This design comes from an exercise in tuning for small area, a short achievable clock period and few clock cycles per item on the open sky130 flow, not from production work. Function was not checked in any run shown here: the RTL went through the layout flow alone. Power figures rest on the tool's default switching activity, not on a simulated workload.

`flow/run.sh`:
```
#!/bin/bash
# synth_recipe.tcl (not shown) runs the flow's synth.tcl, then flattens the netlist and writes it again
# the make line also repeats each setting of config.mk as NAME=value (left out here)
make -C /OpenROAD-flow-scripts/flow DESIGN_CONFIG=/design/flow/config.mk WORK_HOME=/design/flow/orfs CLKGATE_MAP_FILE= SYNTH_SCRIPT=/design/flow/synth_recipe.tcl finish
```
`flow/design.v`:
```
module pqce_hyb_enc (
    input  wire        clk,
    input  wire        rst,
    input  wire        cmd_valid,
    output wire        cmd_ready,
    input  wire [5:0]  cmd_bw,          
    input  wire [15:0] cmd_count,       
    input  wire        in_valid,
    input  wire [31:0] in_data,
    output wire        in_ready,
    output wire        out_valid,
    output wire [7:0]  out_data,
    input  wire        out_ready,
    output wire        done,
    output wire        done_fault,      
    output wire [19:0] done_len         
);
    reg        running;       
    reg        cready;
    reg        done_r;
    reg [5:0]  bw;
    reg [15:0] rem;           
    reg        all_taken;
    reg        ended;
    reg        fault;
    reg [19:0] out_cnt;
    reg [31:0] sval, cval;
    reg        sv, cv;
    reg        seq, ceq;
    reg        irdy;
    reg        rep_active;
    reg        rfirst;        
    reg [15:0] repeats;
    reg [6:0]  run_len;
    reg [30:0] acc;
    reg [4:0]  abits;
    reg [5:0]  abw;           
    reg [6:0]  wptr, rptr;
    reg        space;         
    reg [6:0]  occ;           
    reg        r8z, rnz, r63, hp;    
    reg [31:0] mem [0:63];
    reg        we_r;
    reg [5:0]  wa_r;
    reg [31:0] wd_r;
    localparam integer QD = 4;
    localparam integer QB = 2;
    reg [QB:0] qh, qt;
    reg        q_rle [0:QD-1];
    reg [3:0]  q_g   [0:QD-1];
    reg [6:0]  q_end [0:QD-1];
    reg [15:0] q_cnt [0:QD-1];
    localparam [2:0] R_IDLE = 3'd0, R_BPP = 3'd1, R_RH1 = 3'd2, R_RH2 = 3'd3, R_RV = 3'd4;
    reg [2:0]  rph;
    reg [8:0]  bcnt;
    reg [1:0]  sel;
    reg        ov;
    reg [7:0]  od;
    wire [31:0] wmask;
    genvar gi;
    generate
        for (gi = 0; gi < 32; gi = gi + 1) begin : g_mask
            assign wmask[gi] = (bw > gi);
        end
    endgenerate
    wire [2:0] rle_nb = bw[5:3] + {2'd0, (bw[2:0] != 3'd0)};
    wire       q_full  = (qh[QB] != qt[QB]) && (qh[QB-1:0] == qt[QB-1:0]);
    wire       q_empty = (qh == qt);
    wire       h_rle = q_rle[qh[QB-1:0]];
    wire [3:0] h_g   = q_g[qh[QB-1:0]];
    wire [6:0] h_end = q_end[qh[QB-1:0]];
    wire [15:0] h_cnt = q_cnt[qh[QB-1:0]];
    wire       wfull = abw[5];                       
    wire [31:0] xval = cval & wmask;
    wire [62:0] comb = {32'd0, acc} | ({31'd0, xval} << abits);
    wire       has_part = hp;
    wire       run_nz   = rnz;
    wire take      = irdy && in_valid;
    wire nv        = sv || take;
    wire in_eq     = (in_data == cval);
    wire neq       = sv ? seq : in_eq;
    wire can_step  = cv && (nv || all_taken);
    wire open_rep  = !rep_active && r8z && nv && neq;
    wire cont_rep  = rep_active && ceq;
    wire app       = !open_rep && !cont_rep;
    wire st_ok     = open_rep ? (!run_nz || (!q_full && (!has_part || space)))
                   : cont_rep ? (!rfirst || space)
                   : ((!rep_active || !q_full) && (!wfull || space) && (!r63 || !q_full));
    wire step      = can_step && st_ok;
    wire do_end    = running && !ended && !cv && !sv && all_taken;
    wire end_ok    = rep_active ? !q_full
                   : run_nz ? (!q_full && (!has_part || space)) : 1'b1;
    wire end_go    = do_end && end_ok;
    wire c_from_s  = sv && step;
    wire c_from_in = !sv && take && (!cv || step);
    wire s_load    = !sv && take && cv && !step;
    wire adv       = !ov || out_ready;
    wire give      = ov && out_ready;
    wire [6:0] g7     = (run_len + 7'd7) >> 3;
    wire [8:0] pbytes = h_g * bw;
    wire accept    = cready && cmd_valid;
    wire cmd_bad   = (cmd_bw > 6'd32);
    wire cmd_go    = !cmd_bad && (cmd_count != 16'd0);
    assign cmd_ready  = cready;
    assign in_ready   = irdy;
    assign done       = done_r;
    assign done_fault = fault;
    assign done_len   = out_cnt;
    assign out_valid  = ov;
    assign out_data   = od;
    wire drained = q_empty && (!ov || out_ready);
    wire finish  = running && ended && drained;
    wire running_n   = accept ? cmd_go : (running && !finish);
    wire all_taken_n = accept ? (cmd_count == 16'd0) : (take ? (rem == 16'd1) : all_taken);
    wire sv_n        = accept ? 1'b0 : (sv ? !step : s_load);
    reg        we;
    reg [31:0] wdata;
    reg        push, push_rle;
    reg [3:0]  push_g;
    reg [6:0]  push_end;
    always @(*) begin
        we       = 1'b0;
        wdata    = comb[31:0];
        push     = 1'b0;
        push_rle = 1'b0;
        push_g   = g7[3:0];
        push_end = wptr + {6'd0, has_part};
        if (step) begin
            if (open_rep) begin
                we     = run_nz && has_part;
                wdata  = {1'b0, acc};
                push   = run_nz;
                push_g = run_len[6:3];
            end else if (cont_rep) begin
                we     = rfirst;
                wdata  = cval;
            end else begin
                we     = wfull;
                if (rep_active) begin
                    push     = 1'b1;
                    push_rle = 1'b1;
                    push_end = wptr;
                end else if (r63) begin
                    push     = 1'b1;
                    push_g   = 4'd8;
                    push_end = wptr + {6'd0, wfull};
                end
            end
        end else if (end_go) begin
            we    = !rep_active && run_nz && has_part;
            wdata = {1'b0, acc};
            if (rep_active) begin
                push     = 1'b1;
                push_rle = 1'b1;
                push_end = wptr;
            end else begin
                push     = run_nz;
            end
        end
    end
    reg        ov_n, pop;
    reg [7:0]  od_n;
    reg [2:0]  rph_n;
    reg [8:0]  bcnt_n;
    reg [1:0]  sel_n;
    reg [6:0]  rptr_n;
    reg  [63:0] roh;
    reg  [31:0] rword;
    integer ri;
    always @(*) begin
        rword = 32'd0;
        for (ri = 0; ri < 64; ri = ri + 1)
            rword = rword | (mem[ri] & {32{roh[ri]}});
    end
    wire [7:0]  rbyte = rword[{sel, 3'd0} +: 8];
    wire        rdata = (rptr != h_end);
    always @(*) begin
        ov_n   = ov && !out_ready;
        od_n   = od;
        rph_n  = rph;
        bcnt_n = bcnt;
        sel_n  = sel;
        pop    = 1'b0;
        if (adv) begin
            case (rph)
            R_IDLE: begin
                if (!q_empty) begin
                    ov_n  = 1'b1;
                    sel_n = 2'd0;
                    if (!h_rle) begin
                        od_n   = {3'd0, h_g, 1'b1};
                        bcnt_n = pbytes;
                        if (bw != 6'd0)
                            rph_n = R_BPP;
                        else
                            pop = 1'b1;
                    end else begin
                        od_n = {(h_cnt >= 16'd64), h_cnt[5:0], 1'b0};
                        if (h_cnt >= 16'd64)
                            rph_n = R_RH1;
                        else if (rle_nb != 3'd0)
                            rph_n = R_RV;
                        else
                            pop = 1'b1;
                    end
                end
            end
            R_RH1: begin
                ov_n = 1'b1;
                od_n = {(h_cnt >= 16'd8192), h_cnt[12:6]};
                if (h_cnt >= 16'd8192)
                    rph_n = R_RH2;
                else if (rle_nb != 3'd0)
                    rph_n = R_RV;
                else begin
                    rph_n = R_IDLE;
                    pop   = 1'b1;
                end
            end
            R_RH2: begin
                ov_n = 1'b1;
                od_n = {5'd0, h_cnt[15:13]};
                if (rle_nb != 3'd0)
                    rph_n = R_RV;
                else begin
                    rph_n = R_IDLE;
                    pop   = 1'b1;
                end
            end
            R_RV: begin
                ov_n  = 1'b1;
                od_n  = rbyte;
                sel_n = sel + 2'd1;
                if ({1'b0, sel} + 3'd1 == rle_nb) begin
                    rph_n = R_IDLE;
                    sel_n = 2'd0;
                    pop   = 1'b1;
                end
            end
            R_BPP: begin
                ov_n   = 1'b1;
                od_n   = rdata ? rbyte : 8'd0;
                sel_n  = sel + 2'd1;
                bcnt_n = bcnt - 9'd1;
                if (bcnt == 9'd1) begin
                    rph_n = R_IDLE;
                    sel_n = 2'd0;
                    pop   = 1'b1;
                end
            end
            default: rph_n = R_IDLE;
            endcase
        end
    end
    wire [6:0] wptr_n = wptr + {6'd0, we};
    wire rinc = adv && rdata && (pop || (rph == R_BPP && sel == 2'd3));
    always @(*) rptr_n = rptr + {6'd0, rinc};
    wire [63:0] roh_n = rinc ? {roh[62:0], roh[63]} : roh;
    wire full_n = (occ == 7'd64 && (we == rinc)) || (occ == 7'd63 && we && !rinc);
    always @(posedge clk) begin
        wd_r <= wdata;
        wa_r <= wptr[5:0];
        if (we_r)
            mem[wa_r] <= wd_r;
        if (push) begin
            q_rle[qt[QB-1:0]] <= push_rle;
            q_g[qt[QB-1:0]]   <= push_g;
            q_end[qt[QB-1:0]] <= push_end;
            q_cnt[qt[QB-1:0]] <= repeats;
        end
    end
    always @(posedge clk) begin
        if (rst) begin
            running   <= 1'b0;
            cready    <= 1'b1;
            done_r    <= 1'b0;
            irdy      <= 1'b0;
            sv        <= 1'b0;
            cv        <= 1'b0;
            qh        <= {(QB+1){1'b0}};
            qt        <= {(QB+1){1'b0}};
            rph       <= R_IDLE;
            ov        <= 1'b0;
            sel       <= 2'd0;
            we_r      <= 1'b0;
            wptr      <= 7'd0;
            rptr      <= 7'd0;
            roh       <= 64'd1;
            space     <= 1'b1;
            occ       <= 7'd0;
        end else begin
            we_r      <= we;
            wptr      <= wptr_n;
            rptr      <= rptr_n;
            roh       <= roh_n;
            space     <= !full_n;
            occ       <= occ + {6'd0, we} - {6'd0, rinc};
            running   <= running_n;
            irdy      <= running_n && !all_taken_n && !sv_n;
            all_taken <= all_taken_n;
            sv        <= sv_n;
            ov        <= ov_n;
            od        <= od_n;
            rph       <= rph_n;
            bcnt      <= bcnt_n;
            sel       <= sel_n;
            if (push)
                qt <= qt + 1'b1;
            if (pop)
                qh <= qh + 1'b1;
            done_r <= 1'b0;
            if (accept) begin
                bw         <= cmd_bw;
                rem        <= cmd_count;
                ended      <= 1'b0;
                out_cnt    <= 20'd0;
                rep_active <= 1'b0;
                run_len    <= 7'd0;
                r8z        <= 1'b1;
                rnz        <= 1'b0;
                r63        <= 1'b0;
                hp         <= 1'b0;
                acc        <= 31'd0;
                abits      <= 5'd0;
                abw        <= cmd_bw;
                fault      <= cmd_bad;
                cready     <= !cmd_go;
                done_r     <= !cmd_go;
            end else if (finish) begin
                cready <= 1'b1;
                done_r <= 1'b1;
            end
            if (give)
                out_cnt <= out_cnt + 20'd1;
            if (take)
                rem <= rem - 16'd1;
            if (s_load) begin
                sval <= in_data;
                seq  <= in_eq;
            end
            if (c_from_s) begin
                cval <= sval;
                ceq  <= seq;
            end else if (c_from_in) begin
                cval <= in_data;
                ceq  <= in_eq;
            end
            if (accept)
                cv <= 1'b0;
            else if (c_from_s || c_from_in)
                cv <= 1'b1;
            else if (step)
                cv <= 1'b0;
            if (step) begin
                if (open_rep) begin
                    if (run_nz) begin
                        acc     <= 31'd0;
                        abits   <= 5'd0;
                        hp      <= 1'b0;
                        abw     <= bw;
                        run_len <= 7'd0;
                        r8z     <= 1'b1;
                        rnz     <= 1'b0;
                        r63     <= 1'b0;
                    end
                    rep_active <= 1'b1;
                    rfirst     <= 1'b1;
                    repeats    <= 16'd1;
                end else if (cont_rep) begin
                    rfirst  <= 1'b0;
                    repeats <= repeats + 16'd1;
                end else begin
                    rep_active <= 1'b0;
                    abits <= abw[4:0];
                    hp    <= (abw[4:0] != 5'd0);
                    r8z   <= r63 || (run_len[2:0] == 3'd7);
                    rnz   <= !r63;
                    r63   <= (run_len == 7'd62);
                    abw   <= {1'b0, abw[4:0]} + bw;
                    if (wfull)
                        acc <= comb[62:32];
                    else
                        acc <= comb[30:0];
                    run_len <= r63 ? 7'd0 : run_len + 7'd1;
                end
            end else if (end_go) begin
                ended <= 1'b1;
            end
        end
    end
endmodule
```
`flow/config.mk`:
```
export PLATFORM = sky130hd
export DESIGN_NAME = pqce_hyb_enc
export DESIGN_NICKNAME = pqce_hyb_enc
export VERILOG_FILES = /design/flow/design.v
export SDC_FILE = /design/flow/constraint.sdc
export NUM_CORES = 4
export LEC_CHECK = 0
export CAP_MARGIN = 20
export CORE_MARGIN = 2
export CORE_UTILIZATION = 55
export CTS_CLUSTER_DIAMETER = 100
export CTS_CLUSTER_SIZE = 24
export SETUP_SLACK_MARGIN = 4.5
export SLEW_MARGIN = 20
```
`flow/constraint.sdc`:
```
create_clock -name core_clock -period 8.0 [get_ports {clk}]
set_input_delay 1.6000 -clock core_clock [delete_from_list [all_inputs] [get_ports {clk}]]
set_output_delay 1.6000 -clock core_clock [all_outputs]
set_load 0.01 [all_outputs]
```
==> results.cfg, run 1 <==
[critical_path]
cp.arrival_ns = 4.91
crit_path_end_kind = flop
cp_cell_sequence = buf_8, xor2_2, nor4_2, nand4_1, buf_6, o31a_1, clkinv_4, nand2b_4, nand2_4, a31oi_4, ha_4, inv_2, ha_4, inv_2, fa_2, inv_2, a21oi_2, o21bai_1, a21oi_1, nor2_1, or3_1, a21oi_1
reg2reg_from = bw[1]$_DFFE_PP_
cp_data_required_time_ns = 8.76
worst_setup_path_start_kind = input port
critical_path_class = in -> reg
r2r_slack_ns = 3.90
rr_endpoint = occ[6]$_SDFF_PP0_
reg2reg_depth = 21
slowest_stage = o31a_1
slowest_delay_ns = 0.37
path_max_fanout = 2
worst_path_most_repeated_cell = inv_2

[clocking]
cts_hold_buf = 0
root_buffer = clkbuf_16
cts_tree = built
cts_made_buffers = 116
clock_sinks = 2504
h-tree-depth = 3
clock_tree.buffer_depth = 3
insertion_delay_ns = 0.84
cts.clk_slew.worst_paths_ns = 0.10

[grt]
grt_pass1_wl_mm = 537
grt_max_degree = 69
grt_pass1_vias = 61500
gr-usage-all-layers = 0.442
grt_overflow = 0
antenna_found_initial = 12

[min_path]
hold_path_depth = 0
min_from = wptr[5]$_SDFF_PP0_
whs_endpoint = wa_r[5]$_DFF_P_
hp-class = reg -> reg

[synthesis]
synth_edf_count = 2359
syn_area_sq_um = 97900
yosysTopAreaCell = edfxtp_1
synth.yosys.seq_area_share = 0.753
synth_top_family_by_area = compound AO/OA/AOI/OAI gates
synth.area.mux_share = 0.0261
syn_avg_cell_area_sq_um = 16.2
synthFlopType = edfxtp_1
syn_nets = 6178
synthTopCellsByArea = edfxtp_1 (72%), a22oi_1 (3.5%), dfxtp_1 (3.0%)
synth-async-reset-ratio = 0
ys_ff_latch = 2504
yosysUniqueCellTypes = 103
synth-xor-area-share = 0.0122
synth_common_cells = edfxtp_1 (2,359), a22oi_1 (457), nor2_1 (332), clkbuf_1 (299), a221oi_1 (277)
syn_inst = 6055
synthSimpleGateAreaFrac = 0.0576
netlist.area_leader.share = 0.724
synth_compound_area_frac = 0.121
yosysMostFrequentCell = edfxtp_1
synth_fa_ha_area_frac = 0.00895
ys_warn_count = 1

[timing]
rsz0062_at_grt = true
finalHoldViolCount = 0
relSlewSlack = 0.150
finalSetupViolCount = 0
max_slew.worst_pin.slew_ns = 1.27
skew_ns = 0.0508
period_share = 0.518
max_freq_mhz = 241
period_minus_slack_ns = 4.15
slew_violations = 0
setup_tns_ns = 0

[finish]
final_util = 0.622
fin_area_sq_um = 110000
final_layout_size_suffix_gt1_frac = 0.168
final_cells = 8689
syn_to_final_growth_pct = 12.2
fin_nets = 6377
num-fill-cells = 13000

[floorplan]
rows = 154
initial_utilization = 0.555
die_w_um = 426
die_area_sq_um = 181000
io-pin-count = 92
fp.coreArea_sq_um = 176000
die_h_um = 426

[route]
ant_nets = 0
vias = 66700
drc = 0
drt-initial-drc-count = 13500
drt-wirelength-per-cell_um = 46.6
dr.pass1.iters = 9
wirelength_mm = 405
viasPerCell = 7.67

[placement]
port_buffers = 91
globalplace.congestion = 0.936
place_hpwl_mm = 223
place_inst = 8313
placed_cell_area_sq_um = 103000

[job]
cap_violations = 0

[power_and_ir_drop]
powerDensity_nw_per_um2 = 212
leakagePower_nw = 34.3
power_mw = 23.3
irDropWorstVdd_uv = 180

[outcome]
outcome = complete, no violations
-- area by class of cell --
cell class                 count  area (sq um)  share of cell area
antenna                        6          15.0            0.000137
clock buffer                 197          3290              0.0300
clock inverter                10           131             0.00120
inverter                      70           272             0.00247
multi-input combinational   3078         24300               0.221
sequential                  2504         73900               0.673
tap                         2340          2930              0.0267
timing repair buffer         484          4960              0.0452
-- worst max-delay path by stage --
stage | startpoint | to | slack [ns] | depth (start not counted)
4_1_cts | in_data[4] | occ[6]$_SDFF_PP0_ | 3.92 | 22
3_3_place_gp | in_data[24] | occ[6]$_SDFF_PP0_ | 1.56 | 21
5_1_grt | in_data[9] | occ[6]$_SDFF_PP0_ | 3.71 | 22
6_report | in_data[9] | occ[6]$_SDFF_PP0_ | 3.85 | 22
2_1_floorplan | in_data[21] | occ[6]$_SDFF_PP0_ | 3.39 | 20
3_5_place_dp | in_data[9] | occ[6]$_SDFF_PP0_ | 1.55 | 21
-- repair_timing --
action / 4_1_cts / 5_1_grt
resized for setup: 349 / 173
buffers inserted: 93 / 41
gates cloned: 19 / 9
pin swaps: 58 / 81
endpoints found under the setup margin: 507 / 477
-- placed cells by master, fill, tap and decap left out, types with 44 or more instances in the layout --
cell type | netlist | final
nand4_1 | 175 | 175
nor2_4 | 0 | 70
edfxtp_1 | 2359 | 2359
nor2_1 | 332 | 257
nand2_1 | 224 | 199
clkbuf_1 | 299 | 77
clkbuf_16 | 0 | 126
nor3_1 | 72 | 51
xor2_1 | 91 | 78
a221oi_1 | 277 | 270
a22oi_1 | 457 | 456
a22o_1 | 269 | 268
mux2i_1 | 112 | 106
ha_1 | 54 | 44
buf_4 | 15 | 270
dfxtp_1 | 145 | 45
nand3_1 | 123 | 116
buf_6 | 5 | 58
buf_12 | 4 | 45
inv_1 | 64 | 57
dfxtp_2 | 0 | 73
o21ai_0 | 98 | 83
clkdlybuf4s50_1 | 0 | 57
a21oi_1 | 141 | 117
-- report_power, final --
part / total (mW) / switching (mW) / internal, mW
Combinational: 1.23 / 0.834 / 0.397
Clock: 7.02 / 4.17 / 2.85
Sequential: 15.0 / 0.313 / 14.7
Total: 23.3 / 5.32 / 17.9
-- logic make-up after synthesis --
logic type / after synthesis
AO/OA/AOI/OAI: 1531
multiplexers: 197
AND/OR/NAND/NOR: 1141
buffers and inverters: 483
adder cells (fa/ha/maj): 64
flip-flops: 2504
XOR/XNOR: 135
-- critical path: cells and delay by family --
kind	cells	cell delay [ns]
and+or+nand+nor	6	1.08
adders and majority gates	3	0.65
xor gates and xnor gates	1	0.17
buffers and inverters	6	0.49
AOI/OAI and AO/OA	6	0.93
-- stage by stage --
step                hold WS, ns  setup slack (ns)
floorplan                 0.329              3.39
global placement          0.408              1.56
detailed placement        0.411              1.55
CTS                       0.426              3.92
global route              0.471              3.71
finish                    0.445              3.85
-- metal layers --
layer  vias up  share of wire  GRT usage
li1      25000              -          -
met1     34000           0.33      0.580
met2      6203           0.44      0.662
met3      1441           0.15      0.118
met4        10          0.079      0.269
met5         -        0.00078          0
-- flip-flops by register name, indices dropped and copies added (netlist names), 16 cells and up, named ones only --
register and flops:
acc 31, cval 32, mem 2048, out_cnt 20, q_cnt 64, q_end 28
q_g 16, rem 16, repeats 16, roh 64, sval 32, wd_r 32
==> run 2, diff against run 1 <==
--- a/flow/design.v
+++ b/flow/design.v
@@ -24,9 +24,9 @@
     reg        ended;
     reg        fault;
     reg [19:0] out_cnt;
-    reg [31:0] sval, cval;
-    reg        sv, cv;
-    reg        seq, ceq;
+    reg [31:0] sval, nval, cval;
+    reg        sv, nv, cv;
+    reg        seq, neq, ceq;
     reg        irdy;
     reg        rep_active;
     reg        rfirst;        
@@ -63,7 +63,7 @@
             assign wmask[gi] = (bw > gi);
         end
     endgenerate
-    wire [2:0] rle_nb = bw[5:3] + {2'd0, (bw[2:0] != 3'd0)};
+    reg  [2:0] rle_nb;        
     wire       q_full  = (qh[QB] != qt[QB]) && (qh[QB-1:0] == qt[QB-1:0]);
     wire       q_empty = (qh == qt);
     wire       h_rle = q_rle[qh[QB-1:0]];
@@ -75,10 +75,6 @@
     wire [62:0] comb = {32'd0, acc} | ({31'd0, xval} << abits);
     wire       has_part = hp;
     wire       run_nz   = rnz;
-    wire take      = irdy && in_valid;
-    wire nv        = sv || take;
-    wire in_eq     = (in_data == cval);
-    wire neq       = sv ? seq : in_eq;
     wire can_step  = cv && (nv || all_taken);
     wire open_rep  = !rep_active && r8z && nv && neq;
     wire cont_rep  = rep_active && ceq;
@@ -87,13 +83,17 @@
                    : cont_rep ? (!rfirst || space)
                    : ((!rep_active || !q_full) && (!wfull || space) && (!r63 || !q_full));
     wire step      = can_step && st_ok;
-    wire do_end    = running && !ended && !cv && !sv && all_taken;
+    wire do_end    = running && !ended && !cv && !nv && !sv && all_taken;
     wire end_ok    = rep_active ? !q_full
                    : run_nz ? (!q_full && (!has_part || space)) : 1'b1;
     wire end_go    = do_end && end_ok;
-    wire c_from_s  = sv && step;
-    wire c_from_in = !sv && take && (!cv || step);
-    wire s_load    = !sv && take && cv && !step;
+    wire take      = irdy && in_valid;
+    wire move      = nv && (!cv || step);
+    wire n_load    = !nv || move;
+    wire n_from_s  = sv && n_load;
+    wire n_from_in = !sv && take && n_load;
+    wire s_load    = !sv && take && !n_load;
+    wire in_eq     = (in_data == nval);
     wire adv       = !ov || out_ready;
     wire give      = ov && out_ready;
     wire [6:0] g7     = (run_len + 7'd7) >> 3;
@@ -112,7 +112,8 @@
     wire finish  = running && ended && drained;
     wire running_n   = accept ? cmd_go : (running && !finish);
     wire all_taken_n = accept ? (cmd_count == 16'd0) : (take ? (rem == 16'd1) : all_taken);
-    wire sv_n        = accept ? 1'b0 : (sv ? !step : s_load);
+    wire sv_n        = accept ? 1'b0 : (sv ? !n_load : s_load);
+    wire [6:0] wptr_up = wptr + 7'd1;
     reg        we;
     reg [31:0] wdata;
     reg        push, push_rle;
@@ -124,7 +125,7 @@
         push     = 1'b0;
         push_rle = 1'b0;
         push_g   = g7[3:0];
-        push_end = wptr + {6'd0, has_part};
+        push_end = has_part ? wptr_up : wptr;
         if (step) begin
             if (open_rep) begin
                 we     = run_nz && has_part;
@@ -143,7 +144,7 @@
                 end else if (r63) begin
                     push     = 1'b1;
                     push_g   = 4'd8;
-                    push_end = wptr + {6'd0, wfull};
+                    push_end = wfull ? wptr_up : wptr;
                 end
             end
         end else if (end_go) begin
@@ -252,10 +253,12 @@
             endcase
         end
     end
-    wire [6:0] wptr_n = wptr + {6'd0, we};
+    wire [6:0] wptr_n = we ? wptr_up : wptr;
     wire rinc = adv && rdata && (pop || (rph == R_BPP && sel == 2'd3));
     always @(*) rptr_n = rptr + {6'd0, rinc};
     wire [63:0] roh_n = rinc ? {roh[62:0], roh[63]} : roh;
+    wire [6:0] occ_up = occ + 7'd1;
+    wire [6:0] occ_dn = occ - 7'd1;
     wire full_n = (occ == 7'd64 && (we == rinc)) || (occ == 7'd63 && we && !rinc);
     always @(posedge clk) begin
         wd_r <= wdata;
@@ -277,6 +280,7 @@
             irdy      <= 1'b0;
             sv        <= 1'b0;
             cv        <= 1'b0;
+            nv        <= 1'b0;
             qh        <= {(QB+1){1'b0}};
             qt        <= {(QB+1){1'b0}};
             rph       <= R_IDLE;
@@ -294,7 +298,7 @@
             rptr      <= rptr_n;
             roh       <= roh_n;
             space     <= !full_n;
-            occ       <= occ + {6'd0, we} - {6'd0, rinc};
+            occ       <= we ? (rinc ? occ : occ_up) : (rinc ? occ_dn : occ);
             running   <= running_n;
             irdy      <= running_n && !all_taken_n && !sv_n;
             all_taken <= all_taken_n;
@@ -311,6 +315,7 @@
             done_r <= 1'b0;
             if (accept) begin
                 bw         <= cmd_bw;
+                rle_nb     <= cmd_bw[5:3] + {2'd0, (cmd_bw[2:0] != 3'd0)};
                 rem        <= cmd_count;
                 ended      <= 1'b0;
                 out_cnt    <= 20'd0;
@@ -338,16 +343,26 @@
                 sval <= in_data;
                 seq  <= in_eq;
             end
-            if (c_from_s) begin
-                cval <= sval;
-                ceq  <= seq;
-            end else if (c_from_in) begin
-                cval <= in_data;
-                ceq  <= in_eq;
+            if (n_from_s) begin
+                nval <= sval;
+                neq  <= seq;
+            end else if (n_from_in) begin
+                nval <= in_data;
+                neq  <= in_eq;
             end
+            if (move) begin
+                cval <= nval;
+                ceq  <= neq;
+            end
+            if (accept)
+                nv <= 1'b0;
+            else if (n_from_s || n_from_in)
+                nv <= 1'b1;
+            else if (move)
+                nv <= 1'b0;
             if (accept)
                 cv <= 1'b0;
-            else if (c_from_s || c_from_in)
+            else if (move)
                 cv <= 1'b1;
             else if (step)
                 cv <= 1'b0;
--- a/flow/config.mk
+++ b/flow/config.mk
@@ -7,7 +7,7 @@
 export LEC_CHECK = 0
 export CAP_MARGIN = 20
 export CORE_MARGIN = 2
-export CORE_UTILIZATION = 55
+export CORE_UTILIZATION = 40
 export CTS_CLUSTER_DIAMETER = 100
 export CTS_CLUSTER_SIZE = 24
 export SETUP_SLACK_MARGIN = 4.5
==> results.cfg, run 2 <==
[outcome]
outcome = complete, no violations

[route]
drt-wirelength-per-cell_um = 41.5
viasPerCell = 6.93
drc = 0
vias = 66200
drt-initial-drc-count = 14000
ant_nets = 0
wirelength_mm = 396
dr.pass1.iters = 7

[critical_path]
crit_path_end_kind = flop
path_max_fanout = 20
rr_endpoint = od[4]$_DFFE_PP_
cp_data_required_time_ns = 8.56
slowest_delay_ns = 0.75
cp.arrival_ns = 4.27
cp_cell_sequence = buf_4, buf_4, a22oi_1, nand4_1, nor3_2, a21oi_1, mux2i_1, buf_4, o221ai_1
reg2reg_from = roh[6]$_SDFFE_PP0P_
worst_setup_path_start_kind = flop
reg2reg_depth = 9
critical_path_class = reg -> reg
worst_path_most_repeated_cell = buf_4
setup.worst_path.start = roh[6]$_SDFFE_PP0P_
r2r_slack_ns = 4.29
slowest_stage = dfxtp_2

[min_path]
min_from = wptr[0]$_SDFFE_PP0P_
hp-class = reg -> reg
whs_endpoint = wa_r[0]$_DFF_P_
hold_path_depth = 0

[finish]
syn_to_final_growth_pct = 11.3
largest_reg_flops = 2048
regArea_sq_um = 75000
fin_nets = 6329
num-fill-cells = 21400
most-common-layout-cells = edfxtp_1 (2,395), a22oi_1 (460), nor2_1 (272)
fin_area_sq_um = 110000
multi_input_area_sq_um = 23100
regMostFlops = mem
mostFrequentLayoutCell = edfxtp_1
final_layout_size_suffix_gt1_frac = 0.121

[timing]
max_freq_mhz = 269
skew_ns = 0.101
rsz0062_at_grt = true
finalSetupViolCount = 0
period_minus_slack_ns = 3.71
period_share = 0.464
max_slew.worst_pin.slew_ns = 1.29
relSlewSlack = 0.141
slew_violations = 0
setup_tns_ns = 0
finalHoldViolCount = 0

[placement]
placed_cell_area_sq_um = 105000
port_buffers = 91
globalplace.congestion = 0.893
place_hpwl_mm = 217

[floorplan]
fp.coreArea_sq_um = 245000
die_h_um = 501
io-pin-count = 92
die_area_sq_um = 251000
initial_utilization = 0.402
rows = 182
die_w_um = 501

[synthesis]
netlist.area_leader.share = 0.729
syn_avg_cell_area_sq_um = 16.1
ys_warn_count = 1
synthFlopType = edfxtp_1
syn_inst = 6113
synth-async-reset-ratio = 0
synthTopCellsByArea = edfxtp_1 (73%), a22oi_1 (3.5%), dfxtp_1 (3.0%)
syn_nets = 6225
ys_ff_latch = 2541
syn_area_sq_um = 98700
yosysTopAreaCell = edfxtp_1
yosysUniqueCellTypes = 83
synth.yosys.seq_area_share = 0.759
yosysMostFrequentCell = edfxtp_1
synth_edf_count = 2395
synth_common_cells = edfxtp_1 (2,395), a22oi_1 (461), clkbuf_1 (347), nor2_1 (338)

[clocking]
h-tree-depth = 3
insertion_delay_ns = 0.87
cts_tree = built
cts_made_buffers = 117
cts.clk_slew.worst_paths_ns = 0.11
clock_sinks = 2541
root_buffer = clkbuf_16
clock_tree.buffer_depth = 3

[grt]
grt_overflow = 0
grt_pass1_vias = 60700
grt_pass1_wl_mm = 528
antenna_found_initial = 17
gr-usage-all-layers = 0.307
grt_max_degree = 65

[power_and_ir_drop]
p_switching_mw = 5.47
irDropWorstVdd_uv = 215
power_frac_clock = 0.301
p_sw_frac = 0.232
p_int_mw = 18.1
powerDensity_nw_per_um2 = 215
power.sequential.fraction = 0.647
leakagePower_nw = 33.7
comb_power_share = 0.052

[job]
cap_violations = 0
==> run 2: cell types whose count changed after synthesis, moves of 11 or more <==
| cell | delta |
|---|---|
| clkbuf_1 | +48 |
| o211ai_1 | -13 |
| o21ai_1 | +26 |
| mux2_2 | -31 |
| a21oi_1 | +16 |
| mux2i_1 | +12 |
| buf_2 | -39 |
| ha_1 | -11 |
| mux2_1 | +34 |
| o21ai_0 | -14 |
| o22ai_1 | +24 |
| edfxtp_1 | +36 |
==> run 2: worst max-delay path: cells and delay by family (launching register included) <==
family | cells | cell delay (ns)
compound gates | 3 | 0.85
buf+inv | 3 | 1.21
flops | 1 | 0.75
mux | 1 | 0.19
simple gates | 2 | 0.37
==> run 2: repair_timing <==
action	CTS	global route
pin swaps	16	17
hold buffers	0	0
setup endpoints to repair	511	191
setup buffers	33	22
gates cloned	8	5
resized for setup	114	75
==> run 2: cell families (layout without fill, tap and decap cells) <==
group	count (synthesis)	in the layout	synth area share
flops	2541	2541	0.759
fa+ha+maj	53	53	0.00748
xor+xnor	137	137	0.0122
simple gates	1128	1128	0.0551
other cells	0	12	0
mux	208	208	0.0265
compound gates	1573	1573	0.122
buf+inv	473	680	0.0185
==> run 2: power groups by stage <==
stage | Combinational (mW) | Clock, mW | Sequential [mW]
floorplan | 0.586 | 0 | 15.5
global placement | 1.10 | 0 | 15.6
detailed placement | 1.12 | 0 | 15.6
CTS | 1.16 | 7.09 | 15.3
global route | 1.29 | 7.52 | 15.3
finish | 1.22 | 7.12 | 15.3
==> run 2: area by class of cell <==
| class | count | share of cell area |
|---|---|---|
| sequential | 2541 | 0.684 |
| multi-input combinational | 3099 | 0.211 |
| tap | 3220 | 0.0367 |
| timing repair buffer | 397 | 0.0344 |
| clock buffer | 211 | 0.0301 |
| inverter | 59 | 0.00244 |
| clock inverter | 11 | 0.00168 |
| antenna | 12 | 0.000274 |
| timing repair inverter | 2 | 0.000125 |
==> run 2: metal layers <==
layer	wire length, um	share of wire	global-route usage	vias up
li1	-	-	-	25000
met1	138000	0.35	0.409	33900
met2	172000	0.43	0.461	5949
met3	61000	0.15	0.0887	1266
met4	25000	0.063	0.152	14
met5	121	0.00031	0.000772	-
==> run 2: through the flow <==
stage	hold slack (ns)	cells	util	power, mW	setup WS, ns
2_1_floorplan	0.326	6113	-	16.0	4.15
3_3_place_gp	0.447	9245	0.426	16.7	3.17
3_5_place_dp	0.448	9250	0.426	16.7	3.15
4_1_cts	0.470	9513	0.444	23.5	4.37
5_1_grt	0.492	9540	0.447	24.1	4.24
6_report	0.470	9552	0.447	23.6	4.29
==> run 2: worst max-delay path by stage <==
stage	slack [ns]	cells after the start	to
finish	4.29	9	od[4]$_DFFE_PP_
global route	4.24	13	bcnt[8]$_DFFE_PP_
CTS	4.37	13	bcnt[8]$_DFFE_PP_
detailed placement	3.15	12	rptr[6]$_SDFF_PP0_
global placement	3.17	12	rptr[6]$_SDFF_PP0_
floorplan	4.15	9	q_cnt[0][0]$_DFFE_PP_

[port drivers added, routing unchanged]
In the flow no input, the clock included, has a driving cell. The finished layouts below were timed again as built, in two steps. Step 1: set_driving_cell puts a clkbuf_16 on clk and a buf_2 on each other input, an assumption about the parent block. Step 2 adds t to the input delays and takes it off the output delays; t is the mean of the earliest and latest rising clock arrival at the registers after step 1. Input paths then give back, and output paths get back, about the clock's delay inside the block. a / b / c = ideal ports / drivers / drivers and shift; a / b = the first two.
run	shift t [ns]	slack for setup (ns)	latest minus earliest clock arrival (ns)
run 1	0.909	3.852 / 3.903 / 2.997	0.060 / 0.060
run 2	0.917	4.287 / 4.287 / 3.926	0.112 / 0.112
After both steps every run listed still meets setup and hold. For run 1, which loses most, drivers alone change the setup slack by +0.051 ns; drivers and shift together by -0.855 ns.
